What follows belongs to an exercise in optimizing a design on an open flow for small area, a short achievable clock period and few clock cycles; a production flow would make more cautious choices. Function was checked by simulation only, so behaviour that the tests miss may differ from the original. No activity file was given, so power comes from the tool's default toggle rates.

File: design.v
module hist_norm (
    input  wire        clk,
    input  wire        rst,           
    input  wire        start,         
    output reg         busy,
    output reg         done,          
    output wire [7:0]  err_code,      
    output reg  [8:0]  err_info,      
    output wire [8:0]  alpha,         
    output wire [7:0]  imax_o,        
    output reg         fallback,      
    output reg         raw_rd,
    output wire [8:0]  raw_addr,
    input  wire [31:0] raw_rdata,
    output reg         f_rd,
    output wire [7:0]  f_raddr,
    input  wire [11:0] f_rdata,
    output wire        f_we,
    output wire [7:0]  f_waddr,
    output wire [11:0] f_wdata
);
    localparam [3:0] S_IDLE = 4'd0,
                     S_P1   = 4'd1,     
                     S_P1F  = 4'd2,     
                     S_P1E  = 4'd3,     
                     S_P2   = 4'd4,     
                     S_FX1  = 4'd5,     
                     S_FX2  = 4'd6,     
                     S_FX3  = 4'd7,     
                     S_FX4  = 4'd8,     
                     S_WR   = 4'd9,     
                     S_FBS  = 4'd10,    
                     S_FBE  = 4'd11,    
                     S_FBW  = 4'd12,    
                     S_DONE = 4'd13;
    reg [3:0]  state, ns;
    reg [8:0]  a;             
    reg [8:0]  p;             
    reg        rv;            
    reg        pv;            
    reg [31:0] din;           
    reg        dnz;           
    reg [4:0]  dmsb;          
    reg        dv;            
    reg        sv;            
    reg [3:0]  shq;           
    reg [3:0]  j0q;           
    reg [19:0] tlo, thi;      
    reg        tc;
    reg [5:0]  mt;            
    reg        nz;            
    reg [8:0]  hi1;           
    reg [7:0]  imax;
    reg [2:0]  ec;            
    reg [40:0] y;             
    reg [11:0] q;             
    reg [3:0]  j;             
    reg        bsy;           
    reg        nzc;           
    reg        more;          
    reg        we;
    reg [7:0]  waddr;
    reg [11:0] fval;
    reg [12:0] resid;         
    reg        fxok;          
    wire [39:0] total = {thi, tlo};
    assign err_code = {5'd0, ec};
    assign alpha    = hi1;
    assign imax_o   = imax;
    assign raw_addr = a;
    assign f_raddr  = a[7:0];
    assign f_we     = we;
    assign f_waddr  = waddr;
    assign f_wdata  = fval;
    wire [5:0]  sdiff = mt - {1'b0, dmsb};
    wire [3:0]  sh    = (sdiff > 6'd12) ? 4'd12 : sdiff[3:0];
    wire [40:0] yload = {9'd0, din} << shq;
    wire [41:0] ydiff = {1'b0, y} - {2'b00, total};
    wire        qbit  = !ydiff[41];
    wire [40:0] ynext = qbit ? {ydiff[39:0], 1'b0} : {y[39:0], 1'b0};
    wire [11:0] qp1   = q + 12'd1;
    wire        rnd   = qbit | (nzc && (q == 12'd0));
    wire [11:0] fnew  = rnd ? qp1 : q;
    wire        last  = bsy && (j == 4'd0);
    wire        load  = (state == S_P2) && sv && (!bsy || last);
    wire        gt    = din > y[31:0];
    wire [20:0] tlo_n = {1'b0, tlo} + {1'b0, din[19:0]};
    wire [19:0] thi_n = thi + {8'd0, din[31:20]} + {19'd0, tc};
    wire [19:0] thi_f = thi + {19'd0, tc};
    wire        more_n = raw_rd ? (({1'b0, a[7:0]} + 9'd1) < hi1) : more;
    wire        dv_n   = rv || (dv && !load);
    wire        bsy_n  = load || (bsy && !last);
    wire [3:0]  j_n    = load ? j0q : (j - 4'd1);
    wire        rd_p2  = (state == S_P2) && more_n && !raw_rd &&
                         (!dv_n || !bsy_n || (j_n[3:1] == 3'd0));
    reg  [5:0]  mtn;
    reg  [4:0]  rmsb;
    integer     k;
    always @* begin
        mtn = 6'd0;
        for (k = 0; k < 40; k = k + 1)
            if (total[k]) mtn = k[5:0];
        rmsb = 5'd0;
        for (k = 0; k < 32; k = k + 1)
            if (raw_rdata[k]) rmsb = k[4:0];
    end
    wire [12:0] fixed     = {1'b0, din[11:0]} + resid;
    wire [12:0] resid_dec = resid - {1'b0, fval};
    wire [12:0] resid_inc = resid + 13'd1;
    always @* begin
        ns = state;
        case (state)
        S_IDLE, S_DONE: ns = start ? S_P1 : S_IDLE;
        S_P1: begin
            if (pv && p == 9'd511 && (nz || dnz))
                ns = S_DONE;
            else if (pv && p == 9'd255)
                ns = S_P1F;
        end
        S_P1F: ns = S_P1E;
        S_P1E: ns = nz ? S_P2 : S_DONE;
        S_P2:  if (!more && !rv && !dv && !bsy) ns = S_FX1;
        S_FX1: ns = S_FX2;
        S_FX2: ns = S_FX3;
        S_FX3: ns = S_FX4;
        S_FX4: ns = fxok ? S_WR : S_FBS;
        S_WR:  ns = S_DONE;
        S_FBS: if (pv && p[7:0] == 8'd255) ns = S_FBE;
        S_FBE: ns = S_FBW;
        S_FBW: ns = (resid == 13'd0) ? S_DONE : S_FBS;
        default: ns = S_IDLE;
        endcase
    end
    always @(posedge clk) begin
        if (rst) begin
            state  <= S_IDLE;
            busy   <= 1'b0;
            done   <= 1'b0;
            raw_rd <= 1'b0;
            f_rd   <= 1'b0;
            we     <= 1'b0;
            rv     <= 1'b0;
            pv     <= 1'b0;
        end else begin
            state  <= ns;
            busy   <= (ns != S_IDLE) && (ns != S_DONE);
            done   <= (ns == S_DONE);
            raw_rd <= (ns == S_P1) || ((state == S_P1E) && nz) || rd_p2;
            f_rd   <= (ns == S_FX1) || (ns == S_FBS);
            rv     <= raw_rd || f_rd;
            we     <= ((state == S_P1) && pv && !p[8] && !dnz && nz) ||
                      ((state == S_P2) && last) || ((state == S_FX4) && fxok) || (state == S_FBE);
            case (state)
            S_P1, S_FBS: pv <= rv;
            default:     pv <= 1'b0;
            endcase
        end
    end
    always @(posedge clk) begin
        if (rv) begin
            din  <= (state == S_P1 || state == S_P2) ? raw_rdata : {20'd0, f_rdata};
            dnz  <= |raw_rdata;
            dmsb <= rmsb;
        end
        shq <= sh;
        j0q <= dnz ? (4'd12 - sh) : 4'd0;
        if (raw_rd || f_rd)
            a <= a + 9'd1;
        case (state)
        S_IDLE, S_DONE: begin
            a     <= 9'd256;
            p     <= 9'd256;
            tlo   <= 20'd0;
            thi   <= 20'd0;
            tc    <= 1'b0;
            y     <= 41'd0;
            nz    <= 1'b0;
            fval  <= 12'd0;
            resid <= 13'd2048;
        end
        S_P1: begin
            if (!pv) begin
                ec       <= 3'd0;
                err_info <= 9'd0;
            end else begin
                p <= p + 9'd1;
                if (p[8]) begin
                    if (dnz)
                        err_info <= p;
                    if (p == 9'd511) begin
                        nz <= 1'b0;
                        if (nz || dnz)
                            ec <= 3'b110;
                    end else if (dnz) begin
                        nz <= 1'b1;
                    end
                end else begin
                    {tc, tlo} <= tlo_n;
                    thi       <= thi_n;
                    if (dnz) begin
                        nz  <= 1'b1;
                        hi1 <= {1'b0, p[7:0]} + 9'd1;
                    end
                    if (gt) begin
                        y    <= {9'd0, din};
                        imax <= p[7:0];
                    end
                    if (!dnz)
                        waddr <= p[7:0];
                end
            end
        end
        S_P1F: begin
            thi <= thi_f;
            tc  <= 1'b0;
        end
        S_P1E: begin
            mt   <= mtn;
            a    <= 9'd0;
            p    <= 9'h1FF;
            dv   <= 1'b0;
            sv   <= 1'b0;
            bsy  <= 1'b0;
            more <= 1'b1;
            if (!nz)
                ec <= 3'b101;
        end
        S_P2: begin
            more <= more_n;
            dv   <= dv_n;
            sv   <= dv_n && !rv;
            bsy  <= bsy_n;
            j    <= j_n;
            if (we)
                resid <= resid_dec;
            if (bsy) begin
                y <= ynext;
                q <= {q[10:0], qbit};
            end
            if (last) begin
                fval  <= fnew;
                waddr <= p[7:0];
            end
            if (load) begin
                y   <= yload;
                q   <= 12'd0;
                nzc <= dnz;
                p   <= p + 9'd1;
            end
            if (ns == S_FX1)
                a <= {1'b0, imax};
        end
        S_FX3: begin
            fval  <= fixed[11:0];
            waddr <= imax;
            fxok  <= !fixed[12] && (fixed != 13'd0);
        end
        S_FX4: begin
            fallback <= !fxok;
            a        <= 9'd0;
            p        <= 9'd0;
            y        <= 41'd0;
        end
        S_FBS: begin
            if (pv) begin
                p <= p + 9'd1;
                if (gt) begin
                    y     <= {9'd0, din};
                    waddr <= p[7:0];
                end
            end
        end
        S_FBE: begin
            fval  <= y[11:0] - 12'd1;
            resid <= resid_inc;
        end
        S_FBW: begin
            a <= 9'd0;
            p <= 9'd0;
            y <= 41'd0;
        end
        default: ;
        endcase
    end
endmodule
File: run.sh
#!/bin/bash
# synth_recipe.tcl (not shown) runs the flow's synth.tcl, then flattens the netlist and writes it again
# the make line also repeats each setting of config.mk as NAME=value (left out here)
make -C /OpenROAD-flow-scripts/flow DESIGN_CONFIG=/design/flow/config.mk WORK_HOME=/design/flow/orfs CLKGATE_MAP_FILE= SYNTH_SCRIPT=/design/flow/synth_recipe.tcl finish
File: config.mk
export PLATFORM = sky130hd
export DESIGN_NAME = hist_norm
export DESIGN_NICKNAME = hist_norm
export VERILOG_FILES = /design/flow/design.v
export SDC_FILE = /design/flow/constraint.sdc
export NUM_CORES = 4
export LEC_CHECK = 0
export CAP_MARGIN = 20
export CORE_MARGIN = 2
export CORE_UTILIZATION = 40
export SLEW_MARGIN = 20
File: constraint.sdc
create_clock -name core_clock -period 10.0 [get_ports {clk}]
set_input_delay 2.0000 -clock core_clock [delete_from_list [all_inputs] [get_ports {clk}]]
set_output_delay 2.0000 -clock core_clock [all_outputs]
set_load 0.01 [all_outputs]
==> results of run 1 <==
-- through the flow --
stage / std cells / util, % / cell area, um^2
floorplan: 2131 / - / 19400
global placement: 2781 / 44.0 / 21000
detailed placement: 2781 / 44.0 / 21000
CTS: 2836 / 46.1 / 22000
global route: 2836 / 46.2 / 22100
finish: 2836 / 46.2 / 22100
-- report_power, final --
group          total (W)  leakage (nW)  internal, W  switching [W]
clock            0.00116         0.492     0.000674       0.000485
combinational    0.00113          5.74     0.000470       0.000662
sequential       0.00133          2.45      0.00123       0.000101
total            0.00362          8.68      0.00237        0.00125
-- sequential cells by signal, summed over array words and instances, names as in the netlist, 5 cells and up --
name / flops
thi: 20
imax: 8
q: 12
fval: 12
y: 41
mt: 6
hi1: 9
dmsb: 5
err_info: 9
tlo: 20
waddr: 8
resid: 13
a: 9
din: 32
p: 9
-- synth_stat cells (all sizes together), types with 10 or more instances --
cell | number | area [um^2]
inv | 155 | 582
edfxtp | 221 | 6640
and2 | 32 | 200
nand3 | 38 | 190
nor3 | 62 | 315
nor4 | 25 | 156
nor2b | 52 | 325
mux4 | 20 | 450
o21a | 15 | 113
a211oi | 22 | 165
a21boi | 11 | 82.6
xnor2 | 80 | 701
xor2 | 54 | 473
ha | 153 | 1910
o21ai | 143 | 716
or2 | 10 | 62.6
mux2 | 24 | 270
o21bai | 23 | 173
a21oi | 175 | 880
a21o | 43 | 324
o221ai | 19 | 166
and3 | 26 | 163
o22ai | 15 | 93.8
a22oi | 18 | 135
nand2 | 171 | 644
clkbuf | 62 | 233
mux2i | 25 | 250
dfxtp | 28 | 561
nand2b | 35 | 219
nor2 | 187 | 702
buf | 35 | 215
a31oi | 14 | 87.6
nand4 | 29 | 181
-- cells in the final DEF, fill, tap and decap left out, types with 7 or more instances in the layout --
cell,instances
dfxtp_1,25
nand4_1,29
nor4_1,25
mux2_2,22
and3_1,26
ha_1,153
a211oi_1,22
nor2_1,185
o21bai_1,23
nand3_1,38
a221oi_1,7
o211ai_1,7
a31oi_1,14
clkbuf_16,31
inv_1,154
o221ai_1,19
clkdlybuf4s50_1,118
o22ai_1,14
a21o_1,41
nand2_1,170
edfxtp_1,221
a22oi_1,18
a21oi_1,174
buf_4,14
nor3_1,60
o21ai_0,104
fa_1,7
mux2i_1,25
mux4_2,20
o21ai_1,38
nand2b_1,35
nor2b_1,52
xnor2_1,80
xor2_1,54
or2_2,9
and2_1,32
o21a_1,15
a21boi_0,10
-- worst min-delay path, stage by stage (launching register included) --
cell	delay [ns]
edfxtp_1	0.38
nand2_1	0.06
o21ai_0	0.07
-- worst paths after layout --
check               start  endpoint  slack, ns  cells past startpoint
setup / recovery     y[5]     y[39]       4.85                     13
hold / removal    imax[0]      a[0]       0.53                      2
setup reg to reg     y[5]     y[39]       4.85                     13
hold reg to reg   imax[0]      a[0]       0.53                      2
-- routing by layer --
metal	wire length (um)	vias to the layer above	global-route usage, %
met5	0	-	0
met4	1140	0	5.78
met3	4100	81	2.68
met2	25700	621	36.7
met1	25300	7920	30.5
li1	-	7906	-
-- layout make-up --
type / instances / area, um^2
tap: 615 / 769
multi-input combinational: 1628 / 11200
clock inverter: 23 / 259
inverter: 157 / 589
fill: 4551 / 25700
sequential: 249 / 7200
clock buffer: 32 / 779
timing repair buffer: 132 / 1290
-- cell families (layout without fill, tap and decap cells) --
logic type,after synthesis,after routing,synth area share [%]
and+or+nand+nor,689,689,17.2
xor gates and xnor gates,134,134,6.07
muxes,69,69,5.02
buffers and inverters,254,344,5.36
AOI/OAI and AO/OA,571,571,18.5
DFF,249,249,37.2
other,1,5,0.0194
adders and majority gates,160,160,10.6
==> results.toml, run 1 <==
[sta]
holdWs_ns = 0.534
fin_crit_ns = 5.15
slew_headroom_pct = 24.0
drv_slew = 0
rsz0062_at_grt = "false"
setup_tns_ns = 0
finalSetupViolCount = 0
finalClockSkew_ns = 0.0209
maxClockFrequency_ghz = 0.194
hold_violations = 0
worst_slack_ns = 4.85
min_period_over_period_pct = 51.5
worst_pin_slew_ns = 1.13

[drt]
routedWlPerCell_um = 19.8
detail_route.iter0.violations = 1596
vias_per_cell = 5.83
routed_wl_um = 56300
ant_nets = 0
firstDrtPassIters = 6
drc = 0
num_vias = 16528

[pwr]
power_w = 0.00362
vdd.ir_drop.worst_uv = 144
p_per_area_nw_per_um2 = 164
p_leak_nw = 8.68

[worst_hold_path]
hold_class = "reg2reg"

[synthesis]
ys_ff_latch = 249
syn_area_per_cell_um2 = 9.10
ys_warn_count = 1
synthCells = 2127
ys.flop_type = "edfxtp_1"
synth_seq_area_share_pct = 37.2
syn-cell-area_um2 = 19300
synth_cell_types = 81
ys_async_sr_fraction_pct = 0
synth-edff-count = 221

[global_route]
grt_overflow = 0
gr-usage-all-layers_pct = 22.1
grt_first_pass_wirelength_um = 88100
grt_pass1_vias = 16109
grt_max_degree = 72
antenna_found_initial = 0

[critical_path]
crit_family = "compound AO/OA/AOI/OAI gates"
slowest_stage = "buf_4"
critPathKind = "reg2reg"
critPathArrivalTime_ns = 5.47
worstPathBufferInverterCount = 1
start_kind = "flop"
setup.worst_path.end_class = "flop"
cpPeakStageDelay_ns = 0.70
crit_chain = "ha_1 -> nor3_1 -> nor3_2 -> a21o_2 -> a21oi_2 -> o31a_1 -> o31a_1 -> o31a_2 -> o31ai_4 -> buf_4 -> mux2_1 -> a32oi_1 -> o21ai_1"
cpMostUsedCell = "o31a_1"
cp_max_fo = 71
crit_required_ns = 10.31

[clock_network]
cts.htree.levels = 1
clk_latency_ns = 0.58
cts_hold_buf = 0
ctsResizeCount = 0
root_buffer = "clkbuf_16"
cts_tree = "yes"
clkTransAtPathRegs_ns = 0.07
clock_sinks = 249
post_cts_buffers = 0
clockBufferDepth = 3
cts_made_buffers = 30

[place]
dp_hpwl_um = 42300
portBuffers = 118
pre_cts_ws_ns = 4.96
gp_congestion = 0.894

[run_status]
status = "no timing/DRC/antenna violations"

[finish]
fin_nets = 2405
drive_gt1_share_pct = 6.30
antenna_cells = 0
syn2layout_area_growth_pct = 14.0

[floorplan]
dieArea_um2 = 50100
io_pins = 124
die_h_um = 224
rows = 80
core_area_um2 = 47700
start_util_pct = 40.5
fp.dieW_um = 224

[job]
cap_viol_max_count = 0
Testbench counts, summed over its fixed seeds: cycles 100,164.
==> run 2, diff against run 1 <==
==> flow/run.sh (new file) <==
#!/bin/bash
set -euo pipefail
export SETUP_SLACK_MARGIN=6.4
export BUFFER_PORTS_ARGS="-buffer_cell sky130_fd_sc_hd__buf_2"
bash standard.sh > flow_make.log 2>&1
==> standard.sh (new file) <==
#!/bin/bash
# synth_recipe.tcl (not shown) runs the flow's synth.tcl, then flattens the netlist and writes it again
# the make line also repeats each setting of config.mk as NAME=value (left out here)
make -C /OpenROAD-flow-scripts/flow DESIGN_CONFIG=/design/flow/config.mk WORK_HOME=/design/flow/orfs CLKGATE_MAP_FILE= SYNTH_SCRIPT=/design/flow/synth_recipe.tcl "${@:-finish}"
removed: run.sh
==> run 2 against run 1 <==
Compared with the run above: area after synthesis unchanged; sequential share of layout area decreased by 1.5 points; flip-flop and latch count unchanged; hold slack got worse by 0.0086 ns; count of clock-buffer cells in the layout increased by 2; critical endpoint is now y[38]; largest cell class unchanged; largest power group is now combinational logic.
==> results.toml, run 2 <==
[run_status]
status = "no timing/DRC/antenna violations"

[synthesis]
synth_top_area_cell = "edfxtp_1"
synthCells = 2127
synth-edff-count = 221
synth_commonest_cells = "221 x edfxtp_1, 187 x nor2_1, 174 x a21oi_1"
synth_top_area_share_pct = 34.3
ys_ff_latch = 249
syn-cell-area_um2 = 19300
synth_cell_types = 81
yosysMostFrequentCell = "edfxtp_1"
ys_async_sr_fraction_pct = 0
ys_top_cells_by_area = "edfxtp_1 34%, ha_1 9.9%, a21oi_1 4.5%"
ys_warn_count = 1
ys.flop_type = "edfxtp_1"
syn_area_per_cell_um2 = 9.10
synth_seq_area_share_pct = 37.2

[finish]
largest_registers = "y (41), din (32)"
layout_commonest_cell = "edfxtp_1"
drive_gt1_share_pct = 20.2
top_register = "y"
final_cell_count_no_fill = 2919
syn2layout_area_growth_pct = 19.9
largest_reg_flops = 41
fin_nets = 2488
final_cell_area_um2 = 23200
antenna_cells = 0
fillers = 4402
layout_common_cells = "221 x edfxtp_1, 167 x nor2_1, 165 x nand2_1"

[drt]
ant_nets = 0
detail_route.iter0.violations = 1586
num_vias = 17307
routedWlPerCell_um = 20.9
vias_per_cell = 5.93
drc = 0
firstDrtPassIters = 7
routed_wl_um = 61000

[critical_path]
crit_required_ns = 10.31
critPathArrivalTime_ns = 4.15
critPathKind = "reg2reg"
start_kind = "flop"
reg2reg_setup_slack_ns = 6.16
setup.worst_path.end_class = "flop"
cp_max_fo = 5

[floorplan]
die_h_um = 224
fp.dieW_um = 224
start_util_pct = 40.5
io_pins = 124
core_area_um2 = 47700
rows = 80
dieArea_um2 = 50100

[clock_network]
cts_made_buffers = 29
clock_sinks = 249
root_buffer = "clkbuf_16"
cts_tree = "yes"
clockBufferDepth = 3
clk_latency_ns = 0.58
cts.htree.levels = 1
cts_hold_buf = 0
clkTransAtPathRegs_ns = 0.06

[pwr]
seq_power_share_pct = 32.6
vdd.ir_drop.worst_uv = 113
p_per_area_nw_per_um2 = 175
p_leak_nw = 9.40
clkPwrFrac_pct = 26.7
switchingPower_w = 0.00148
switching_share_pct = 36.5
power_w = 0.00407
p_comb_share_pct = 40.7
internal_power_w = 0.00259

[job]
cap_viol_max_count = 0

[sta]
rsz0062_at_grt = "true"
finalSetupViolCount = 0
holdWs_ns = 0.525
hold_violations = 0
setup_tns_ns = 0
min_period_over_period_pct = 38.4
fin_crit_ns = 3.84
slew_headroom_pct = 16.1
drv_slew = 0
worst_pin_slew_ns = 1.25
maxClockFrequency_ghz = 0.261
finalClockSkew_ns = 0.0141

[global_route]
gr-usage-all-layers_pct = 23.3
grt_max_degree = 56
grt_first_pass_wirelength_um = 91900
antenna_found_initial = 1
grt_overflow = 0
grt_pass1_vias = 16357

[place]
dp.cells = 2780
place_area_um2 = 20400
portBuffers = 118
dp_hpwl_um = 41000
gp_congestion = 0.893

[worst_hold_path]
hold_class = "reg2reg"
run 2: cell counts after synthesis:
No cell type changed its count.
run 2: worst max-delay path, cell delays in order (launching register included):
cell      delay [ns]
edfxtp_1        0.48
ha_1            0.40
o21ai_1         0.14
nor3_4          0.19
a21o_4          0.17
a21oi_4         0.06
o31a_1          0.34
o31a_1          0.26
buf_6           0.13
o31a_4          0.31
o31ai_4         0.27
buf_6           0.17
buf_12          0.13
buf_12          0.12
buf_16          0.14
o21ai_1         0.06
a21oi_1         0.14
nor3_1          0.06
run 2: cell families (layout without fill, tap and decap cells):
group	count (synthesis)	in the layout	synth area share, %
and+or+nand+nor	689	689	17.2
AOI/OAI and AO/OA	571	578	18.5
buffers and inverters	254	420	5.36
DFF	249	249	37.2
adders and majority gates	160	160	10.6
xor gates and xnor gates	134	134	6.07
muxes	69	69	5.02
other	1	5	0.0194
run 2: final timing paths:
path | start | end | cells after the start
hold reg to reg | imax[5] | a[5] | 2
setup / recovery | y[6] | y[38] | 17
setup reg to reg | y[6] | y[38] | 17
hold / removal | imax[5] | a[5] | 2
run 2: timing repair:
item,in CTS,in global routing
setup buffers,28,36
pin swaps,24,28
endpoints found under the setup margin,220,121
gates cloned,17,4
resized for setup,110,124
run 2: final cells by class:
| type | instances | area, um^2 | area share [%] |
|---|---|---|---|
| Inverter | 157 | 597 | 2.57 |
| Clock inverter | 20 | 176 | 0.761 |
| Sequential cell | 249 | 7220 | 31.1 |
| Timing Repair Buffer | 208 | 1600 | 6.90 |
| Clock buffer | 34 | 786 | 3.39 |
| Tap cell | 615 | 769 | 3.32 |
| Timing Repair inverter | 1 | 5.00 | 0.0216 |
| Multi-Input combinational cell | 1635 | 12000 | 51.9 |
run 2: stage by stage:
stage                     setup WS, ns  util (%)
after floorplan                   6.37         -
after global placement            4.91      42.7
after detailed placement          4.73      42.7
after CTS                         6.13      46.8
after global routing              6.03      48.6
final                             6.16      48.6
run 2: power groups by stage:
stage / registers, W / logic, W / clock network, W
after global placement: 0.00135 / 0.00108 / 0
final: 0.00133 / 0.00166 / 0.00108
after CTS: 0.00132 / 0.00142 / 0.00110
after floorplan: 0.00130 / 0.000883 / 0
after detailed placement: 0.00135 / 0.00110 / 0
after global routing: 0.00134 / 0.00178 / 0.00114
run 2: per-layer routing:
metal  up-vias  track usage, %  wire [um]
li1       8112               -          -
met1      8269            32.4      26300
met2       782            37.5      27400
met3       142            2.92       5000
met4         2            7.72       2230
met5         -               0         13
==> run 3, diff against run 2 <==
--- a/design.v
+++ b/design.v
@@ -7,3 +7,3 @@
     output wire [7:0]  err_code,      
-    output reg  [8:0]  err_info,      
+    output wire [8:0]  err_info,      
     output wire [8:0]  alpha,         
@@ -35,2 +35,4 @@
                      S_DONE = 4'd13;
+    localparam SEGW = 5;                
+    localparam NSEG = 8;                
     reg [3:0]  state, ns;
@@ -47,4 +49,4 @@
     reg [3:0]  j0q;           
-    reg [19:0] tlo, thi;      
-    reg        tc;
+    reg [39:0] total;         
+    reg [NSEG-1:1] tcy;       
     reg [5:0]  mt;            
@@ -52,5 +54,5 @@
     reg [8:0]  hi1;           
-    reg [7:0]  imax;
+    reg [7:0]  imax;          
     reg [2:0]  ec;            
-    reg [40:0] y;             
+    reg [41:0] w;             
     reg [11:0] q;             
@@ -60,2 +62,4 @@
     reg        more;          
+    reg        rp;            
+    reg        rb;            
     reg        we;
@@ -65,4 +69,4 @@
     reg        fxok;          
-    wire [39:0] total = {thi, tlo};
     assign err_code = {5'd0, ec};
+    assign err_info = {ec[1], imax & {8{ec[1]}}};
     assign alpha    = hi1;
@@ -75,16 +79,27 @@
     wire [5:0]  sdiff = mt - {1'b0, dmsb};
-    wire [3:0]  sh    = (sdiff > 6'd12) ? 4'd12 : sdiff[3:0];
-    wire [40:0] yload = {9'd0, din} << shq;
-    wire [41:0] ydiff = {1'b0, y} - {2'b00, total};
-    wire        qbit  = !ydiff[41];
-    wire [40:0] ynext = qbit ? {ydiff[39:0], 1'b0} : {y[39:0], 1'b0};
-    wire [11:0] qp1   = q + 12'd1;
-    wire        rnd   = qbit | (nzc && (q == 12'd0));
-    wire [11:0] fnew  = rnd ? qp1 : q;
+    wire [3:0]  sh    = (sdiff > 6'd11) ? 4'd11 : sdiff[3:0];
+    wire [41:0] wload = {10'd0, din} << shq;
+    wire        wneg  = w[41];
+    wire [42:0] wop   = {1'b0, total, 2'b00} ^ {43{~wneg}};
+    wire [42:0] wsum  = {w[40:0], 1'b0, 1'b1} + {wop[42:1], ~wneg};
+    wire [41:0] wnext = wsum[42:1];
+    wire        qbit  = !wnext[41];
     wire        last  = bsy && (j == 4'd0);
     wire        load  = (state == S_P2) && sv && (!bsy || last);
-    wire        gt    = din > y[31:0];
-    wire [20:0] tlo_n = {1'b0, tlo} + {1'b0, din[19:0]};
-    wire [19:0] thi_n = thi + {8'd0, din[31:20]} + {19'd0, tc};
-    wire [19:0] thi_f = thi + {19'd0, tc};
+    wire        gt    = din > w[31:0];
+    reg  [39:0] tsum;
+    reg  [NSEG:1] tco;
+    integer     s, b;
+    reg         c;
+    always @* begin
+        for (s = 0; s < NSEG; s = s + 1) begin
+            c = (s == 0) ? 1'b0 : tcy[s];
+            for (b = s * SEGW; b < (s + 1) * SEGW; b = b + 1) begin
+                tsum[b] = total[b] ^ (b < 32 ? din[b] : 1'b0) ^ c;
+                c = (total[b] & (b < 32 ? din[b] : 1'b0)) |
+                    (c & (total[b] ^ (b < 32 ? din[b] : 1'b0)));
+            end
+            tco[s + 1] = c;
+        end
+    end
     wire        more_n = raw_rd ? (({1'b0, a[7:0]} + 9'd1) < hi1) : more;
@@ -119,5 +134,5 @@
         end
-        S_P1F: ns = S_P1E;
+        S_P1F: if (p == 9'd256 + NSEG - 2) ns = S_P1E;
         S_P1E: ns = nz ? S_P2 : S_DONE;
-        S_P2:  if (!more && !rv && !dv && !bsy) ns = S_FX1;
+        S_P2:  if (!more && !rv && !dv && !bsy && !rp && !we) ns = S_FX1;
         S_FX1: ns = S_FX2;
@@ -143,2 +158,3 @@
             pv     <= 1'b0;
+            rp     <= 1'b0;
         end else begin
@@ -147,10 +163,11 @@
             done   <= (ns == S_DONE);
-            raw_rd <= (ns == S_P1) || ((state == S_P1E) && nz) || rd_p2;
+            raw_rd <= (ns == S_P1) || (ns == S_P1F) || ((state == S_P1E) && nz) || rd_p2;
             f_rd   <= (ns == S_FX1) || (ns == S_FBS);
             rv     <= raw_rd || f_rd;
+            rp     <= (state == S_P2) && last;
             we     <= ((state == S_P1) && pv && !p[8] && !dnz && nz) ||
-                      ((state == S_P2) && last) || ((state == S_FX4) && fxok) || (state == S_FBE);
+                      rp || ((state == S_FX4) && fxok) || (state == S_FBE);
             case (state)
-            S_P1, S_FBS: pv <= rv;
-            default:     pv <= 1'b0;
+            S_P1, S_P1F, S_FBS: pv <= rv;
+            default:            pv <= 1'b0;
             endcase
@@ -160,3 +177,3 @@
         if (rv) begin
-            din  <= (state == S_P1 || state == S_P2) ? raw_rdata : {20'd0, f_rdata};
+            din  <= (state == S_P1 || state == S_P1F || state == S_P2) ? raw_rdata : {20'd0, f_rdata};
             dnz  <= |raw_rdata;
@@ -165,3 +182,3 @@
         shq <= sh;
-        j0q <= dnz ? (4'd12 - sh) : 4'd0;
+        j0q <= dnz ? (4'd12 - sh) : 4'd1;
         if (raw_rd || f_rd)
@@ -172,6 +189,5 @@
             p     <= 9'd256;
-            tlo   <= 20'd0;
-            thi   <= 20'd0;
-            tc    <= 1'b0;
-            y     <= 41'd0;
+            total <= 40'd0;
+            tcy   <= {(NSEG-1){1'b0}};
+            w     <= 42'd0;
             nz    <= 1'b0;
@@ -182,4 +198,3 @@
             if (!pv) begin
-                ec       <= 3'd0;
-                err_info <= 9'd0;
+                ec <= 3'd0;
             end else begin
@@ -188,3 +203,3 @@
                     if (dnz)
-                        err_info <= p;
+                        imax <= p[7:0];
                     if (p == 9'd511) begin
@@ -197,4 +212,4 @@
                 end else begin
-                    {tc, tlo} <= tlo_n;
-                    thi       <= thi_n;
+                    total <= tsum;
+                    tcy   <= tco[NSEG-1:1];
                     if (dnz) begin
@@ -204,3 +219,3 @@
                     if (gt) begin
-                        y    <= {9'd0, din};
+                        w    <= {10'd0, din};
                         imax <= p[7:0];
@@ -213,4 +228,5 @@
         S_P1F: begin
-            thi <= thi_f;
-            tc  <= 1'b0;
+            p     <= p + 9'd1;
+            total <= tsum;
+            tcy   <= tco[NSEG-1:1];
         end
@@ -236,3 +252,3 @@
             if (bsy) begin
-                y <= ynext;
+                w <= wnext;
                 q <= {q[10:0], qbit};
@@ -240,7 +256,10 @@
             if (last) begin
-                fval  <= fnew;
+                fval  <= q;
+                rb    <= qbit | (nzc && (q == 12'd0));
                 waddr <= p[7:0];
             end
+            if (rp)
+                fval <= fval + {11'd0, rb};
             if (load) begin
-                y   <= yload;
+                w   <= wload;
                 q   <= 12'd0;
@@ -261,3 +280,3 @@
             p        <= 9'd0;
-            y        <= 41'd0;
+            w        <= 42'd0;
         end
@@ -267,3 +286,3 @@
                 if (gt) begin
-                    y     <= {9'd0, din};
+                    w     <= {10'd0, din};
                     waddr <= p[7:0];
@@ -273,3 +292,3 @@
         S_FBE: begin
-            fval  <= y[11:0] - 12'd1;
+            fval  <= w[11:0] - 12'd1;
             resid <= resid_inc;
@@ -279,3 +298,3 @@
             p <= 9'd0;
-            y <= 41'd0;
+            w <= 42'd0;
         end
==> run 3 against run 2 <==
Compared with the run above: die area is 1.6% lower; setup slack better by 0.33 ns; routed wire length is 5.2% lower; clock power is 12% higher; total power is 16% lower; global-route usage is 0.39 points lower; combinational power is 45% lower; critical path depth is 15 lower.
==> results.toml, run 3 <==
[run_status]
status = "no timing/DRC/antenna violations"

[floorplan]
start_util_pct = 40.7
dieArea_um2 = 49300
die_h_um = 222
rows = 79
core_area_um2 = 46800
io_pins = 124
fp.dieW_um = 222

[clock_network]
root_buffer = "clkbuf_16"
cts.htree.levels = 1
clock_sinks = 249
clkTransAtPathRegs_ns = 0.06
cts_hold_buf = 0
cts_tree = "yes"
clk_latency_ns = 0.60
clockBufferDepth = 3
cts_made_buffers = 31

[critical_path]
cp_max_fo = 10
cpPeakStageDelay_ns = 0.55
critPathKind = "reg2out"
setup.worst_path.end_class = "output pin"
critPathArrivalTime_ns = 1.51
start_kind = "flop"
slowest_stage = "edfxtp_1"
crit_chain = "and2_1 -> buf_2"
crit_required_ns = 8.00

[synthesis]
ys.flop_type = "edfxtp_1"
synth_top_area_share_pct = 34.7
synth_top_area_cell = "edfxtp_1"
yosysMostFrequentCell = "edfxtp_1"
synth_cell_types = 80
synth_seq_area_share_pct = 37.8
syn-cell-area_um2 = 19000
ys_async_sr_fraction_pct = 0
synthCells = 2047
synth-edff-count = 220
ys_top_cells_by_area = "edfxtp_1 35%, ha_1 8.5%, xnor2_1 4.6%"
syn_area_per_cell_um2 = 9.30
ys_ff_latch = 249
synth_commonest_cells = "220 x edfxtp_1, 203 x nor2_1, 198 x nand2_1"
ys_warn_count = 1

[sta]
drv_slew = 0
hold_violations = 0
fin_crit_ns = 3.51
finalClockSkew_ns = 0.0188
finalSetupViolCount = 0
setup_tns_ns = 0
worst_slack_ns = 6.49
min_period_over_period_pct = 35.1
slew_headroom_pct = 27.7
rsz0062_at_grt = "true"
worst_pin_slew_ns = 1.08
maxClockFrequency_ghz = 0.285

[global_route]
grt_use_met2_pct = 36.1
grt_first_pass_wirelength_um = 88400
grt.busiest_layer = "met2"
grt_max_degree = 54
antenna_found_initial = 0
grt_pass1_vias = 15449
gr-usage-all-layers_pct = 22.9
grt_overflow = 0
met3_usage_pct = 4.66
met1_usage_pct = 31.2

[finish]
utilization_pct = 45.7
final_cell_count_no_fill = 2760
syn2layout_area_growth_pct = 12.2
drive_gt1_share_pct = 12.2
largest_registers = "w (42), total (40), din (32)"
top_register = "w"
final_cell_area_um2 = 21400
largest_reg_flops = 42
fin_nets = 2339
layout_common_cells = "220 x edfxtp_1, 201 x nor2_1, 198 x nand2_1"
layout_commonest_cell = "edfxtp_1"

[drt]
routedWlPerCell_um = 20.9
ant_nets = 0
drc = 0
vias_per_cell = 5.74
routed_wl_um = 57800
detail_route.iter0.violations = 1311
num_vias = 15839
firstDrtPassIters = 5

[worst_hold_path]
hold_class = "reg2reg"

[pwr]
p_leak_nw = 8.79
vdd.ir_drop.worst_uv = 132
p_per_area_nw_per_um2 = 160

[job]
cap_viol_max_count = 0

[place]
pre_cts_ws_ns = 5.95
dp_hpwl_um = 42200
place_area_um2 = 20200
gp_congestion = 0.959
dp.cells = 2702
portBuffers = 118
[run 3: worst paths after layout]
kind	slack, ns	depth (start not counted)	to	startpoint
min reg2reg	0.55	2	a[0]	imax[0]
max	6.49	2	err_info[0]	ec[1]
min	0.55	2	a[0]	imax[0]
max reg2reg	6.52	16	resid[12]	state[3]
[run 3: through the flow]
step	total power, W	hold slack (ns)
after floorplan	0.00195	0.487
after global placement	0.00220	0.520
after detailed placement	0.00221	0.545
after CTS	0.00343	0.561
after global routing	0.00359	0.598
final	0.00343	0.552
[run 3: cell type report]
| type | instances | area [um^2] |
|---|---|---|
| Fill cell | 4497 | 25400 |
| Multi-Input combinational cell | 1558 | 11000 |
| Tap cell | 607 | 759 |
| Inverter | 147 | 558 |
| Clock buffer | 36 | 805 |
| Timing Repair Buffer | 142 | 796 |
| Antenna cell | 1 | 2.50 |
| Sequential cell | 249 | 7190 |
| Clock inverter | 20 | 269 |
[run 3: critical path, delay by kind of cell, from the launching register on]
family,cells,cell delay [ns]
flops,1,0.55
simple gates,1,0.24
buf+inv,1,0.13
[run 3: cells by family after synthesis]
logic type                 after synthesis  synth area share (%)
adders and majority gates              163                  12.1
DFF                                    249                  37.8
AOI/OAI and AO/OA                      497                  16.7
xor gates and xnor gates               149                  6.86
other                                    1                0.0197
muxes                                   70                  4.77
and+or+nand+nor                        674                  16.6
buffers and inverters                  244                  5.29
[run 3: repair_timing]
| item | in CTS | in global routing |
|---|---|---|
| resized for setup | 10 | 18 |
| setup endpoints to repair | 55 | 56 |
| buffers inserted | 0 | 1 |
| pin swaps | 0 | 2 |
| hold endpoints to repair | 0 | 0 |
[run 3: power breakdown]
part / switching, W / internal, W
clock: 0.000479 / 0.000730
sequential: 0.0000933 / 0.00120
combinational: 0.000539 / 0.000381
[run 3: metal layers]
layer | vias to the layer above | share of wire (%)
li1 | 7521 | -
met1 | 7599 | 44
met2 | 601 | 45
met5 | - | 0
met3 | 118 | 7.5
met4 | 0 | 3.5
Testbench counts of run 3, summed over its fixed seeds: cycles 100,952.
==> run 4, diff against run 3 <==
--- a/design.v
+++ b/design.v
@@ -33,4 +33,5 @@
                      S_FBE  = 4'd11,    
-                     S_FBW  = 4'd12,    
-                     S_DONE = 4'd13;
+                     S_FBD  = 4'd12,    
+                     S_FBW  = 4'd13,    
+                     S_DONE = 4'd14;
     localparam SEGW = 5;                
@@ -104,3 +105,5 @@
     end
-    wire        more_n = raw_rd ? (({1'b0, a[7:0]} + 9'd1) < hi1) : more;
+    wire [8:0]  a_inc  = a + 9'd1;
+    wire [8:0]  p_inc  = p + 9'd1;
+    wire        more_n = raw_rd ? (a_inc < hi1) : more;
     wire        dv_n   = rv || (dv && !load);
@@ -121,5 +124,9 @@
     end
-    wire [12:0] fixed     = {1'b0, din[11:0]} + resid;
-    wire [12:0] resid_dec = resid - {1'b0, fval};
-    wire [12:0] resid_inc = resid + 13'd1;
+    wire        rfix  = (state == S_FX3);
+    wire [12:0] radd  = rfix ? {1'b0, din[11:0]} :
+                        (state == S_FBD) ? 13'd0 : ~{1'b0, fval};
+    wire [13:0] rsum  = {resid, 1'b1} + {radd, !rfix};
+    wire [12:0] rnew  = rsum[13:1];
+    wire [11:0] fadd  = (state == S_FBD) ? 12'hFFF : {11'd0, rb};
+    wire [11:0] fnew  = fval + fadd;
     always @* begin
@@ -143,3 +150,4 @@
         S_FBS: if (pv && p[7:0] == 8'd255) ns = S_FBE;
-        S_FBE: ns = S_FBW;
+        S_FBE: ns = S_FBD;
+        S_FBD: ns = S_FBW;
         S_FBW: ns = (resid == 13'd0) ? S_DONE : S_FBS;
@@ -168,3 +176,3 @@
             we     <= ((state == S_P1) && pv && !p[8] && !dnz && nz) ||
-                      rp || ((state == S_FX4) && fxok) || (state == S_FBE);
+                      rp || ((state == S_FX4) && fxok) || (state == S_FBD);
             case (state)
@@ -183,4 +191,6 @@
         j0q <= dnz ? (4'd12 - sh) : 4'd1;
+        j   <= j_n;
+        q   <= load ? 12'd0 : {q[10:0], qbit};
         if (raw_rd || f_rd)
-            a <= a + 9'd1;
+            a <= a_inc;
         case (state)
@@ -200,3 +210,3 @@
             end else begin
-                p <= p + 9'd1;
+                p <= p_inc;
                 if (p[8]) begin
@@ -216,3 +226,3 @@
                         nz  <= 1'b1;
-                        hi1 <= {1'b0, p[7:0]} + 9'd1;
+                        hi1 <= p_inc;
                     end
@@ -228,3 +238,3 @@
         S_P1F: begin
-            p     <= p + 9'd1;
+            p     <= p_inc;
             total <= tsum;
@@ -248,9 +258,6 @@
             bsy  <= bsy_n;
-            j    <= j_n;
             if (we)
-                resid <= resid_dec;
-            if (bsy) begin
+                resid <= rnew;
+            if (bsy)
                 w <= wnext;
-                q <= {q[10:0], qbit};
-            end
             if (last) begin
@@ -261,8 +268,7 @@
             if (rp)
-                fval <= fval + {11'd0, rb};
+                fval <= fnew;
             if (load) begin
                 w   <= wload;
-                q   <= 12'd0;
                 nzc <= dnz;
-                p   <= p + 9'd1;
+                p   <= p_inc;
             end
@@ -272,5 +278,5 @@
         S_FX3: begin
-            fval  <= fixed[11:0];
+            fval  <= rnew[11:0];
             waddr <= imax;
-            fxok  <= !fixed[12] && (fixed != 13'd0);
+            fxok  <= !rnew[12] && (rnew != 13'd0);
         end
@@ -284,3 +290,3 @@
             if (pv) begin
-                p <= p + 9'd1;
+                p <= p_inc;
                 if (gt) begin
@@ -291,5 +297,6 @@
         end
-        S_FBE: begin
-            fval  <= w[11:0] - 12'd1;
-            resid <= resid_inc;
+        S_FBE: fval <= w[11:0];
+        S_FBD: begin
+            fval  <= fnew;
+            resid <= rnew;
         end
--- a/config.mk
+++ b/config.mk
@@ -9,3 +9,4 @@
 export CORE_MARGIN = 2
-export CORE_UTILIZATION = 40
+export CORE_UTILIZATION = 65
+export PLACE_DENSITY = 0.75
 export SLEW_MARGIN = 20
==> run 4 against run 3 <==
Compared with the run above: critical path depth rose by 14; critical endpoint is now fval[11]; largest cell class unchanged; highest routed layer unchanged; non-clock buffer count rose by 21; hold slack got worse by 0.083 ns; largest power group unchanged.
==> results.toml, run 4 <==
[floorplan]
core_area_um2 = 27900
die_h_um = 173
fp.dieW_um = 173
rows = 61
io_pins = 124
dieArea_um2 = 29900
start_util_pct = 66.3

[synthesis]
synth_top_area_share_pct = 33.1
ys_warn_count = 1
yosysMostFrequentCell = "edfxtp_1"
syn-cell-area_um2 = 18500
synth-edff-count = 204
synth_seq_area_share_pct = 37.9
ys.flop_type = "edfxtp_1"
ys_async_sr_fraction_pct = 0
synth_commonest_cells = "204 x edfxtp_1, 201 x nand2_1, 176 x nor2_1"
ys_ff_latch = 249
ys_top_cells_by_area = "edfxtp_1 33%, ha_1 9.2%, dfxtp_1 4.9%"
synthCells = 1993
synth_top_area_cell = "edfxtp_1"
synth_cell_types = 85
syn_area_per_cell_um2 = 9.30

[place]
gp_congestion = 1.01
portBuffers = 118
dp_hpwl_um = 38000
place_area_um2 = 19400

[finish]
final_cell_area_um2 = 20900
fin_nets = 2321
syn2layout_area_growth_pct = 13.0
top_register = "w"
layout_common_cells = "204 x edfxtp_1, 197 x nand2_1, 173 x nor2_1"
largest_registers = "w (42), total (40), din (32)"
largest_reg_flops = 42
antenna_cells = 0
layout_commonest_cell = "edfxtp_1"
drive_gt1_share_pct = 14.2

[sta]
drv_slew = 0
slew_headroom_pct = 23.9
hold_violations = 0
rsz0062_at_grt = "true"
setup_tns_ns = 0
fin_crit_ns = 3.58
finalSetupViolCount = 0
min_period_over_period_pct = 35.8
worst_pin_slew_ns = 1.14
maxClockFrequency_ghz = 0.280
finalClockSkew_ns = 0.0155

[pwr]
vdd.ir_drop.worst_uv = 183
p_leak_nw = 9.00
p_per_area_nw_per_um2 = 176

[critical_path]
critPathArrivalTime_ns = 3.86
crit_required_ns = 10.29
critPathKind = "reg2reg"
cp_max_fo = 17
setup.worst_path.end_class = "flop"
start_kind = "flop"

[drt]
ant_nets = 0
routed_wl_um = 52600
vias_per_cell = 6.38
drc = 0
detail_route.iter0.violations = 1702
num_vias = 15974
firstDrtPassIters = 5
routedWlPerCell_um = 21.0

[global_route]
grt_max_degree = 48
grt_overflow = 0
grt_pass1_vias = 15099
antenna_found_initial = 0
grt_first_pass_wirelength_um = 81300
gr-usage-all-layers_pct = 34.0

[clock_network]
clock_sinks = 249
root_buffer = "clkbuf_16"
cts_hold_buf = 0
cts_made_buffers = 28
cts_tree = "yes"
clkTransAtPathRegs_ns = 0.06
cts.htree.levels = 1
clockBufferDepth = 3
clk_latency_ns = 0.56

[job]
cap_viol_max_count = 0

[run_status]
status = "no timing/DRC/antenna violations"

[worst_hold_path]
hold_class = "reg2reg"
==> run 4: changes by cell type after synthesis, sizes merged, moves of 10 or more <==
| cell | delta |
|---|---|
| xnor2 | -28 |
| nor3 | -12 |
| nand2b | +10 |
| edfxtp | -16 |
| inv | +10 |
| nor2 | -27 |
| dfxtp | +16 |
| a21oi | +11 |
| a21o | -10 |
==> run 4: where the power goes <==
group	internal, W	leakage, nW	switching (W)	total (W)
Combinational	0.000493	6.09	0.000723	0.00122
Sequential	0.00126	2.44	0.000137	0.00139
Clock	0.000639	0.471	0.000436	0.00108
==> run 4: logic make-up (layout without fill, tap and decap cells) <==
group	after synthesis	in the layout	synth area share [%]
and+or+nand+nor	647	648	16.7
AOI/OAI and AO/OA	493	493	17.2
DFF	249	249	37.9
buffers and inverters	243	371	5.25
adders and majority gates	170	170	12.9
xor gates and xnor gates	122	122	5.77
muxes	68	68	4.30
other	1	5	0.0202
==> run 4: final cells by class <==
| type | instances | area, um^2 |
|---|---|---|
| multi-input cells | 1506 | 10800 |
| flip-flops and latches | 249 | 7040 |
| fillers | 2019 | 7000 |
| repair buffers | 163 | 1040 |
| clock buffers | 37 | 797 |
| inverters | 155 | 591 |
| well taps | 378 | 473 |
| clock inverters | 15 | 166 |
| repair inverters | 1 | 5.00 |
==> run 4: worst paths after layout <==
check / from / end / slack (ns) / cells after the start
worst min-delay path: j[0] / j[0] / 0.47 / 1
worst max register to register: state[1] / fval[11] / 6.42 / 16
worst max-delay path: state[1] / fval[11] / 6.42 / 16
worst min register to register: j[0] / j[0] / 0.47 / 1
==> run 4: per-stage QoR <==
step | setup slack [ns] | cells | utilization, % | hold WS, ns | total power [W]
2_1_floorplan | 6.46 | 1997 | - | 0.429 | 0.00222
3_3_place_gp | 5.31 | 2421 | 69.4 | 0.442 | 0.00250
3_5_place_dp | 5.22 | 2421 | 69.5 | 0.458 | 0.00253
4_1_cts | 6.31 | 2479 | 73.4 | 0.467 | 0.00362
5_1_grt | 6.33 | 2504 | 75.0 | 0.484 | 0.00386
6_report | 6.42 | 2504 | 75.0 | 0.469 | 0.00368
==> run 4: timing repair <==
| action | CTS | global route |
|---|---|---|
| gates resized for setup | 18 | 45 |
| setup endpoints to repair | 97 | 78 |
| pin swaps | 2 | 17 |
| endpoints found under the hold margin | 0 | 0 |
| setup buffers | 5 | 21 |
| cloned | 1 | 4 |
==> run 4: metal layers <==
metal  global-route usage (%)  wire length, um  vias up
met2                     55.3            24400      913
met5                        0                0        -
met4                     10.6             1830        0
li1                         -                -     7371
met3                     4.97             5050      138
met1                     47.3            21400     7552
==> run 4: critical path, cell delays in order, from the launching register on <==
cell and delay, ns:
dfxtp_2 0.38, buf_12 0.17, nor2_4 0.06, nand3_4 0.18
buf_4 0.14, buf_4 0.11, nand2b_1 0.05, ha_1 0.25
a21o_1 0.22, a21oi_2 0.19, o21bai_1 0.12, a31oi_1 0.27
o22ai_1 0.17, o41a_1 0.34, xor2_1 0.15, a222oi_1 0.38
o21ai_1 0.12
Testbench counts of run 4, summed over its fixed seeds: cycles 100,952.
==> run 5, diff against run 4 <==
==> flow/run.sh (replaced) <==
#!/bin/bash
set -euo pipefail
export SETUP_SLACK_MARGIN=6.8
export BUFFER_PORTS_ARGS="-buffer_cell sky130_fd_sc_hd__buf_2"
bash standard.sh > flow_make.log 2>&1
--- a/config.mk
+++ b/config.mk
@@ -9,4 +9,3 @@
 export CORE_MARGIN = 2
-export CORE_UTILIZATION = 65
-export PLACE_DENSITY = 0.75
+export CORE_UTILIZATION = 40
 export SLEW_MARGIN = 20
==> run 5 against run 4 <==
Compared with the run above: still clean on timing, DRC and antenna; routed wire length increased by 14%; core utilization decreased by 24 points; global-route usage shrank 9.9 points; flip-flop and latch count is the same; maximum frequency grew 3.7%; final area grew 11%; combinational power increased by 28%; largest power group is now combinational logic.
==> results.toml, run 5 <==
[run_status]
status = "no timing/DRC/antenna violations"

[synthesis]
synth_cell_types = 85
synth-edff-count = 204
ys_ff_latch = 249
syn-cell-area_um2 = 18500
ys_async_sr_fraction_pct = 0
synth_top_area_cell = "edfxtp_1"
ys_warn_count = 1
ys_top_cells_by_area = "edfxtp_1 33%, ha_1 9.2%, dfxtp_1 4.9%"
syn_area_per_cell_um2 = 9.30
synthCells = 1993
synth_top_area_share_pct = 33.1
yosysMostFrequentCell = "edfxtp_1"
synth_seq_area_share_pct = 37.9
synth_commonest_cells = "204 x edfxtp_1, 201 x nand2_1, 176 x nor2_1"
ys.flop_type = "edfxtp_1"

[critical_path]
cp_max_fo = 7
cpPeakStageDelay_ns = 0.42
critPathKind = "reg2reg"
slowest_stage = "edfxtp_1"
crit_required_ns = 10.34
crit_chain = "buf_6 -> buf_12 -> xnor2_2 -> ha_1 -> buf_4 -> nand3_1 -> a21oi_2 -> a211oi_4 -> a21oi_4 -> buf_6 -> o31ai_4 -> buf_4 -> o21ai_4 -> o21ai_2 -> xnor2_2 -> o2bb2ai_1"
critPathArrivalTime_ns = 3.79
start_kind = "flop"
setup.worst_path.end_class = "flop"

[pwr]
power_w = 0.00402
p_leak_nw = 9.95
vdd.ir_drop.worst_uv = 149
p_per_area_nw_per_um2 = 173

[floorplan]
core_area_um2 = 45600
rows = 78
dieArea_um2 = 48100
start_util_pct = 40.7
io_pins = 124
die_h_um = 219
fp.dieW_um = 219

[sta]
finalSetupViolCount = 0
slew_headroom_pct = 28.5
worst_pin_slew_ns = 1.07
setup_tns_ns = 0
maxClockFrequency_ghz = 0.290
rsz0062_at_grt = "true"
hold_violations = 0
min_period_over_period_pct = 34.5
finalClockSkew_ns = 0.0211
fin_crit_ns = 3.45
drv_slew = 0

[clock_network]
clockBufferDepth = 3
cts_made_buffers = 29
clock_sinks = 249
clkTransAtPathRegs_ns = 0.07
cts_tree = "yes"
cts.htree.levels = 1
root_buffer = "clkbuf_16"
clk_latency_ns = 0.59

[drt]
firstDrtPassIters = 7
vias_per_cell = 5.76
ant_nets = 0
num_vias = 16446
detail_route.iter0.violations = 1522
routedWlPerCell_um = 21.1
drc = 0
routed_wl_um = 60100

[finish]
drive_gt1_share_pct = 24.9
layout_common_cells = "204 x edfxtp_1, 187 x nand2_1, 169 x nor2_1"
top_register = "w"
fin_nets = 2450
syn2layout_area_growth_pct = 25.5
largest_reg_flops = 42
layout_commonest_cell = "edfxtp_1"
largest_registers = "w (42), total (40), din (32)"
fillers = 4114
antenna_cells = 0

[global_route]
grt_overflow = 0
grt_pass1_vias = 15935
gr-usage-all-layers_pct = 24.1
antenna_found_initial = 0
grt_max_degree = 48
grt_first_pass_wirelength_um = 90000

[place]
gp_congestion = 0.944
dp_hpwl_um = 41400
portBuffers = 118

[worst_hold_path]
hold_class = "reg2reg"

[job]
cap_viol_max_count = 0
-- run 5: path summary, 6_finish.rpt --
kind / start / endpoint / slack [ns] / cells after the start
min reg2reg: j[0] / j[0] / 0.47 / 1
max: w[41] / w[41] / 6.55 / 16
min: j[0] / j[0] / 0.47 / 1
max reg2reg: w[41] / w[41] / 6.55 / 16
-- run 5: final cells by class --
cell class	instances	area, um^2	area share [%]
timing repair buffer	292	2300	9.87
clock inverter	11	96.3	0.414
tap	600	751	3.23
sequential	249	7050	30.3
multi-input combinational	1506	11600	50.0
inverter	155	593	2.55
clock buffer	40	830	3.57
-- run 5: report_power, final --
part	internal, W	switching (W)
logic	0.000713	0.000851
clock network	0.000605	0.000448
registers	0.00126	0.000150
total	0.00257	0.00145
-- run 5: cell families (layout without fill, tap and decap cells) --
| logic type | after synthesis | after routing | share of synthesized area (%) |
|---|---|---|---|
| and+or+nand+nor | 647 | 648 | 16.7 |
| DFF | 249 | 249 | 37.9 |
| buffers and inverters | 243 | 498 | 5.25 |
| adders and majority gates | 170 | 170 | 12.9 |
| AOI/OAI and AO/OA | 493 | 493 | 17.2 |
| xor gates and xnor gates | 122 | 122 | 5.77 |
| other | 1 | 5 | 0.0202 |
| muxes | 68 | 68 | 4.30 |
-- run 5: timing repair --
| action | CTS | global route |
|---|---|---|
| cloned | 7 | 3 |
| gates resized for setup | 129 | 131 |
| hold buffers | 0 | 0 |
| setup buffers | 85 | 59 |
| endpoints found under the hold margin | 0 | 0 |
| setup endpoints to repair | 160 | 133 |
| pin swaps | 67 | 79 |
-- run 5: critical path, delay by kind of cell, from the launching register on --
family | cells | cell delay (ns)
and+or+nand+nor | 1 | 0.16
adders and majority gates | 1 | 0.32
xor gates and xnor gates | 2 | 0.23
DFF | 1 | 0.42
AOI/OAI and AO/OA | 7 | 1.28
buffers and inverters | 5 | 0.77
-- run 5: metal layers --
layer	vias to the layer above	GRT usage [%]	part of all wire [%]
met5	-	0	0
met4	0	7.82	3.7
met3	151	3.70	7.9
met2	740	38.6	45
met1	7953	33.3	43
li1	7602	-	-
-- run 5: stage by stage --
step	utilization, %	instances	setup WS, ns	instance area (um^2)	hold WS (ns)
2_1_floorplan	-	1997	6.53	18600	0.429
5_1_grt	51.0	2853	6.44	23300	0.492
3_5_place_dp	43.3	2647	6.10	19700	0.453
6_report	51.0	2853	6.55	23300	0.474
3_3_place_gp	43.3	2647	6.10	19700	0.452
4_1_cts	48.4	2790	6.58	22100	0.466
==> run 6, diff against run 5 <==
==> flow/run.sh (replaced) <==
#!/bin/bash
set -euo pipefail
export SETUP_SLACK_MARGIN=6.2
export BUFFER_PORTS_ARGS="-buffer_cell sky130_fd_sc_hd__buf_2"
bash standard.sh > flow_make.log 2>&1
==> run 6 against run 5 <==
Compared with the run above: non-clock buffer count is 149 lower; first-iteration DRC count fell by 19%; hold slack got worse by 0.0051 ns; still clean; area after synthesis stayed put; setup slack got worse by 0.23 ns; sequential power hardly changed; via count fell by 7.5%; sequential share of layout area is 3.3 points higher.
==> results.toml, run 6 <==
[run_status]
status = "no timing/DRC/antenna violations"

[critical_path]
worst-path-stages = 8
crit_chain = "ha_1 -> nand4_1 -> nor4_1 -> o31ai_1 -> a31o_2 -> o21bai_1 -> a211oi_4 -> buf_6"
cpPeakStageDelay_ns = 0.66
reg2reg_from = "din[31]"
slowest_stage = "nor4_1"
crit_family = "compound AO/OA/AOI/OAI gates"
start_kind = "flop"
cp_max_fo = 42
reg2reg_setup_slack_ns = 6.32
crit_required_ns = 10.21
worstPathBufferInverterCount = 1
reg2reg_depth = 8
setup.worst_path.end_class = "flop"
critPathArrivalTime_ns = 3.89
critPathKind = "reg2reg"
reg2reg_to = "w[15]"

[finish]
final_cell_area_um2 = 20900
drive_gt1_share_pct = 12.3
final_cell_count_no_fill = 2709
syn2layout_area_growth_pct = 12.9
layout_common_cells = "204 x edfxtp_1, 201 x nand2_1, 173 x nor2_1"
utilization_pct = 45.9
top_register = "w"
largest_reg_flops = 42
fin_nets = 2302
largest_registers = "w (42), total (40), din (32)"
layout_commonest_cell = "edfxtp_1"

[sta]
slew_headroom_pct = 29.6
hold_violations = 0
worst_pin_slew_ns = 1.06
holdWs_ns = 0.469
maxClockFrequency_ghz = 0.272
drv_slew = 0
min_period_over_period_pct = 36.8
setup_tns_ns = 0
finalSetupViolCount = 0
finalClockSkew_ns = 0.0217
fin_crit_ns = 3.68
rsz0062_at_grt = "true"

[drt]
detail_route.iter0.violations = 1238
firstDrtPassIters = 5
drc = 0
vias_per_cell = 5.62
num_vias = 15215
routed_wl_um = 53800
routedWlPerCell_um = 19.9
ant_nets = 0

[pwr]
seq_power_share_pct = 37.4
clkPwrFrac_pct = 31.9
internal_power_w = 0.00244
switching_share_pct = 34.5
p_comb_share_pct = 30.7
p_per_area_nw_per_um2 = 178
switchingPower_w = 0.00128
p_leak_nw = 8.88
vdd.ir_drop.worst_uv = 121

[worst_hold_path]
hold_path_end = "j[0]"
hold_class = "reg2reg"
holdPathStages = 2
min_from = "j0q[0]"

[job]
cap_viol_max_count = 0

[floorplan]
core_area_um2 = 45600
start_util_pct = 40.7
io_pins = 124
die_h_um = 219
rows = 78
fp.dieW_um = 219
dieArea_um2 = 48100

[synthesis]
synth_cell_types = 85
ys_async_sr_fraction_pct = 0
yosysMostFrequentCell = "edfxtp_1"
ys_ff_latch = 249
syn-cell-area_um2 = 18500
synth_top_area_cell = "edfxtp_1"
synthCells = 1993
synth_seq_area_share_pct = 37.9
synth_top_area_share_pct = 33.1
ys_warn_count = 1
ys.flop_type = "edfxtp_1"
synth_commonest_cells = "204 x edfxtp_1, 201 x nand2_1, 176 x nor2_1"
synth-edff-count = 204
syn_area_per_cell_um2 = 9.30
ys_top_cells_by_area = "edfxtp_1 33%, ha_1 9.2%, dfxtp_1 4.9%"

[place]
place_area_um2 = 19700
gp_congestion = 0.935
dp_hpwl_um = 40900
dp.cells = 2647
portBuffers = 118

[clock_network]
clkTransAtPathRegs_ns = 0.06
cts.htree.levels = 1
clockBufferDepth = 3
clock_sinks = 249
clk_latency_ns = 0.58
cts_hold_buf = 0
cts_made_buffers = 30
cts_tree = "yes"
root_buffer = "clkbuf_16"

[global_route]
met1_usage_pct = 32.1
grt_overflow = 0
met3_usage_pct = 3.09
grt_use_met2_pct = 36.0
grt_max_degree = 48
grt_pass1_vias = 14717
gr-usage-all-layers_pct = 22.4
grt_first_pass_wirelength_um = 83800
antenna_found_initial = 1
grt.busiest_layer = "met2"
[run 6: cell counts after synthesis]
No cell type changed its count.
[run 6: cell families after synthesis]
family	after synthesis	share of synthesized area, %
DFF	249	37.9
muxes	68	4.30
adders and majority gates	170	12.9
xor gates and xnor gates	122	5.77
buffers and inverters	243	5.25
other	1	0.0202
AOI/OAI and AO/OA	493	17.2
and+or+nand+nor	647	16.7
[run 6: worst max path at each step]
| stage | from | end |
|---|---|---|
| detailed placement | state[2] | fxok |
| floorplan | state[3] | fval[10] |
| finish | din[31] | w[15] |
| CTS | state[1] | fxok |
| global placement | state[2] | fxok |
| global route | state[1] | fxok |
[run 6: area by class of cell]
cell class              instances  area [um^2]
fillers                      4382        24700
multi-input cells            1506        10700
flip-flops and latches        249         7030
repair buffers                143          821
clock buffers                  33          783
well taps                     600          751
inverters                     155          584
clock inverters                22          279
diodes                          1         2.50
[run 6: repair_timing]
| action | CTS | global route |
|---|---|---|
| pin swaps | 1 | 1 |
| resized for setup | 7 | 17 |
| buffers inserted | 0 | 4 |
| gates cloned | 1 | 0 |
| setup endpoints to repair | 66 | 22 |
[run 6: through the flow]
stage,setup slack (ns),total power (W)
2_1_floorplan,6.40,0.00222
3_3_place_gp,5.51,0.00251
3_5_place_dp,5.53,0.00253
4_1_cts,6.16,0.00373
5_1_grt,6.16,0.00394
6_report,6.32,0.00373
[run 6: routing by layer]
| layer | wire, um | vias up |
|---|---|---|
| met5 | 0 | - |
| met4 | 1240 | 0 |
| li1 | - | 7332 |
| met1 | 24800 | 7236 |
| met2 | 24000 | 563 |
| met3 | 3730 | 84 |
[run 6: tightest hold or removal path, stage by stage (launching register included)]
cell     delay, ns
dfxtp_1       0.30
nor2_1        0.04
a21oi_1       0.10
[run 6: power groups by stage]
stage          clock, W  sequential (W)  combinational [W]
4_1_cts         0.00121         0.00139            0.00113
3_3_place_gp          0         0.00141            0.00110
5_1_grt         0.00125         0.00141            0.00128
6_report        0.00119         0.00140            0.00114
3_5_place_dp          0         0.00141            0.00112
2_1_floorplan         0         0.00136           0.000859
==> run 7, diff against run 6 <==
==> flow/run.sh (replaced) <==
#!/bin/bash
set -euo pipefail
export SETUP_SLACK_MARGIN=6.0
export BUFFER_PORTS_ARGS="-buffer_cell sky130_fd_sc_hd__buf_2"
bash standard.sh > flow_make.log 2>&1
==> run 7 against run 6 <==
Compared with the run above: still clean on timing, DRC and antenna; critical path depth unchanged; non-clock buffer count is 4 lower; clock skew fell by 0.0018 ns; synthesized cell count is the same; cell count shrank 0.15%; register-to-register slack worse by 0.13 ns; via count down 0.34%; count of clock-buffer cells in the layout is the same; critical path type unchanged; critical endpoint unchanged; largest cell class unchanged; largest power group unchanged.
==> results.toml, run 7 <==
[critical_path]
critPathKind = "reg2reg"
worst-path-stages = 8
start_kind = "flop"
reg2reg_to = "w[15]"
reg2reg_from = "din[28]"
cp_max_fo = 42
reg2reg_depth = 8
crit_chain = "ha_1 -> nand4_1 -> nor4_1 -> o31ai_1 -> a31o_2 -> o21bai_1 -> a211oi_4 -> buf_4"
crit_required_ns = 10.20
setup.worst_path.end_class = "flop"
worstPathBufferInverterCount = 1
slowest_stage = "nor4_1"
crit_path_start = "din[28]"
cpPeakStageDelay_ns = 0.68
crit_end = "w[15]"
critPathArrivalTime_ns = 4.01
crit_family = "compound AO/OA/AOI/OAI gates"
reg2reg_setup_slack_ns = 6.19

[pwr]
seq_power_share_pct = 37.5
p_leak_nw = 8.85
p_comb_share_pct = 30.6
switching_share_pct = 34.4
p_per_area_nw_per_um2 = 178
clkPwrFrac_pct = 31.9
switchingPower_w = 0.00128
vdd.ir_drop.worst_uv = 121
internal_power_w = 0.00244

[finish]
largest_reg_flops = 42
final_cell_count_no_fill = 2705
largest_registers = "w (42), total (40), din (32)"
drive_gt1_share_pct = 12.1
fillers = 4388
layout_commonest_cell = "edfxtp_1"
register_area_um2 = 7030
layout_common_cells = "204 x edfxtp_1, 201 x nand2_1, 173 x nor2_1"
top_register = "w"
fin_nets = 2298
multi_input_area_um2 = 10600
syn2layout_area_growth_pct = 12.5
utilization_pct = 45.7
final_cell_area_um2 = 20800

[drt]
drt-met1-wl_um = 25000
routedWlPerCell_um = 19.8
num_vias = 15164
vias_per_cell = 5.61
detail_route.iter0.violations = 1263
routed-wl-met3_um = 3560
top_layer_used = "met4"
ant_nets = 0
firstDrtPassIters = 6
drc = 0
routed_wl_um = 53600
wl_met2_um = 24000

[job]
cap_viol_max_count = 0

[clock_network]
clk_latency_ns = 0.58
clockBufferDepth = 3
root_buffer = "clkbuf_16"
clkTransAtPathRegs_ns = 0.06
cts_tree = "yes"
cts_made_buffers = 30
clock_sinks = 249
cts.htree.levels = 1

[place]
pre_cts_ws_ns = 5.53
dp.cells = 2647
gp_congestion = 0.935
dp_hpwl_um = 40900
portBuffers = 118
place_area_um2 = 19700

[global_route]
grt_pass1_vias = 14717
antenna_found_initial = 1
grt_first_pass_wirelength_um = 83800
grt_overflow = 0
gr-usage-all-layers_pct = 22.4
grt_max_degree = 48

[sta]
hold_violations = 0
maxClockFrequency_ghz = 0.262
min_period_over_period_pct = 38.1
finalSetupViolCount = 0
setup_tns_ns = 0
rsz0062_at_grt = "true"
slew_headroom_pct = 28.7
finalClockSkew_ns = 0.0199
worst_pin_slew_ns = 1.07
fin_crit_ns = 3.81
worst_slack_ns = 6.19
drv_slew = 0

[synthesis]
ys_ff_latch = 249
synthCells = 1993
synth_seq_area_share_pct = 37.9
ys_warn_count = 1
ys_async_sr_fraction_pct = 0
syn-cell-area_um2 = 18500
syn_area_per_cell_um2 = 9.30
synth_commonest_cells = "204 x edfxtp_1, 201 x nand2_1, 176 x nor2_1"
yosysMostFrequentCell = "edfxtp_1"
synth_top_area_cell = "edfxtp_1"
ys.flop_type = "edfxtp_1"
ys_top_cells_by_area = "edfxtp_1 33%, ha_1 9.2%, dfxtp_1 4.9%"
synth-edff-count = 204
synth_cell_types = 85
synth_top_area_share_pct = 33.1

[floorplan]
rows = 78
fp.dieW_um = 219
io_pins = 124
start_util_pct = 40.7
core_area_um2 = 45600
dieArea_um2 = 48100
die_h_um = 219

[worst_hold_path]
hold_class = "reg2reg"

[run_status]
status = "no timing/DRC/antenna violations"
[run 7: kinds of logic (layout without fill, tap and decap cells)]
logic type / Yosys count / after routing / synth area share [%]
xor+xnor: 122 / 122 / 5.77
other cells: 1 / 6 / 0.0202
fa+ha+maj: 170 / 170 / 12.9
compound gates: 493 / 493 / 17.2
buf+inv: 243 / 349 / 5.25
flops: 249 / 249 / 37.9
simple gates: 647 / 648 / 16.7
mux: 68 / 68 / 4.30
[run 7: timing repair]
action	in CTS	in global routing
endpoints found under the setup margin	11	17
buffers inserted	0	0
gates cloned	1	0
hold buffers	0	0
pin swaps	1	0
gates resized for setup	4	9
[run 7: per-layer routing]
layer,vias up,GRT usage (%)
met3,75,3.09
li1,7320,-
met2,533,36.0
met1,7236,32.1
met5,-,0
met4,0,5.07
[run 7: how the worst min path moves through the flow]
stage	from	end	slack (ns)	cells past startpoint
2_1_floorplan	j[0]	j[0]	0.43	1
3_3_place_gp	j[0]	j[0]	0.45	1
3_5_place_dp	j0q[0]	j[0]	0.45	2
4_1_cts	j0q[0]	j[0]	0.47	2
5_1_grt	j0q[0]	j[0]	0.48	2
6_report	j0q[2]	j[2]	0.46	2
[run 7: area by class of cell]
type	count	area share [%]
tap	600	3.60
antenna	1	0.0120
clock inverter	22	1.34
inverter	155	2.80
clock buffer	33	3.76
sequential	249	33.7
multi-input combinational	1506	51.1
timing repair buffer	139	3.64
[run 7: per-stage QoR]
stage,power [W],hold WS [ns]
2_1_floorplan,0.00222,0.429
5_1_grt,0.00393,0.484
3_5_place_dp,0.00253,0.455
4_1_cts,0.00373,0.468
3_3_place_gp,0.00251,0.453
6_report,0.00372,0.459
[run 7: worst min-delay path, cell delays in order, from the launching register on]
cell,delay [ns]
dfxtp_1,0.30
nand2_1,0.04
o21ai_1,0.07
[run 7: power by group through the flow]
stage                     registers, W  clock network [W]  logic (W)
final                          0.00139            0.00119    0.00114
after global routing           0.00141            0.00125    0.00128
after CTS                      0.00139            0.00121    0.00113
after detailed placement       0.00141                  0    0.00112
after global placement         0.00141                  0    0.00110
after floorplan                0.00136                  0   0.000859

-- what the ideal ports hide --
The flow's constraints put no driver on any port. The routed layouts listed below were extracted and timed again, unchanged, in two steps. Step 1 assumes that a clkbuf_16 drives the clock port and a buf_2 every other input. Step 2 moves the port delays by t, midway between the first and last clock arrival at a register: inputs arrive t later, outputs are due t later. That takes back most of the time a late clock gives input paths. Three values: no drivers, after step 1, after step 2; two values: the first two.
| run | t, ns | setup slack, ns | latest minus earliest clock arrival (ns) |
|---|---|---|---|
| run 1 | 0.629 | 4.845 / 4.845 / 4.845 | 0.021 / 0.021 |
| run 2 | 0.629 | 6.164 / 6.164 / 6.042 | 0.014 / 0.015 |
| run 3 | 0.649 | 6.492 / 6.436 / 6.138 | 0.019 / 0.018 |
| run 4 | 0.608 | 6.423 / 6.423 / 6.120 | 0.016 / 0.016 |
| run 5 | 0.635 | 6.552 / 6.512 / 6.220 | 0.021 / 0.021 |
| run 6 | 0.629 | 6.323 / 6.323 / 6.154 | 0.023 / 0.022 |
| run 7 | 0.629 | 6.189 / 6.189 / 6.156 | 0.021 / 0.020 |
After both steps setup and hold are still met in every run listed. The setup slack of run 3, which loses most, moves by -0.056 ns with the drivers and by -0.354 ns with both steps.
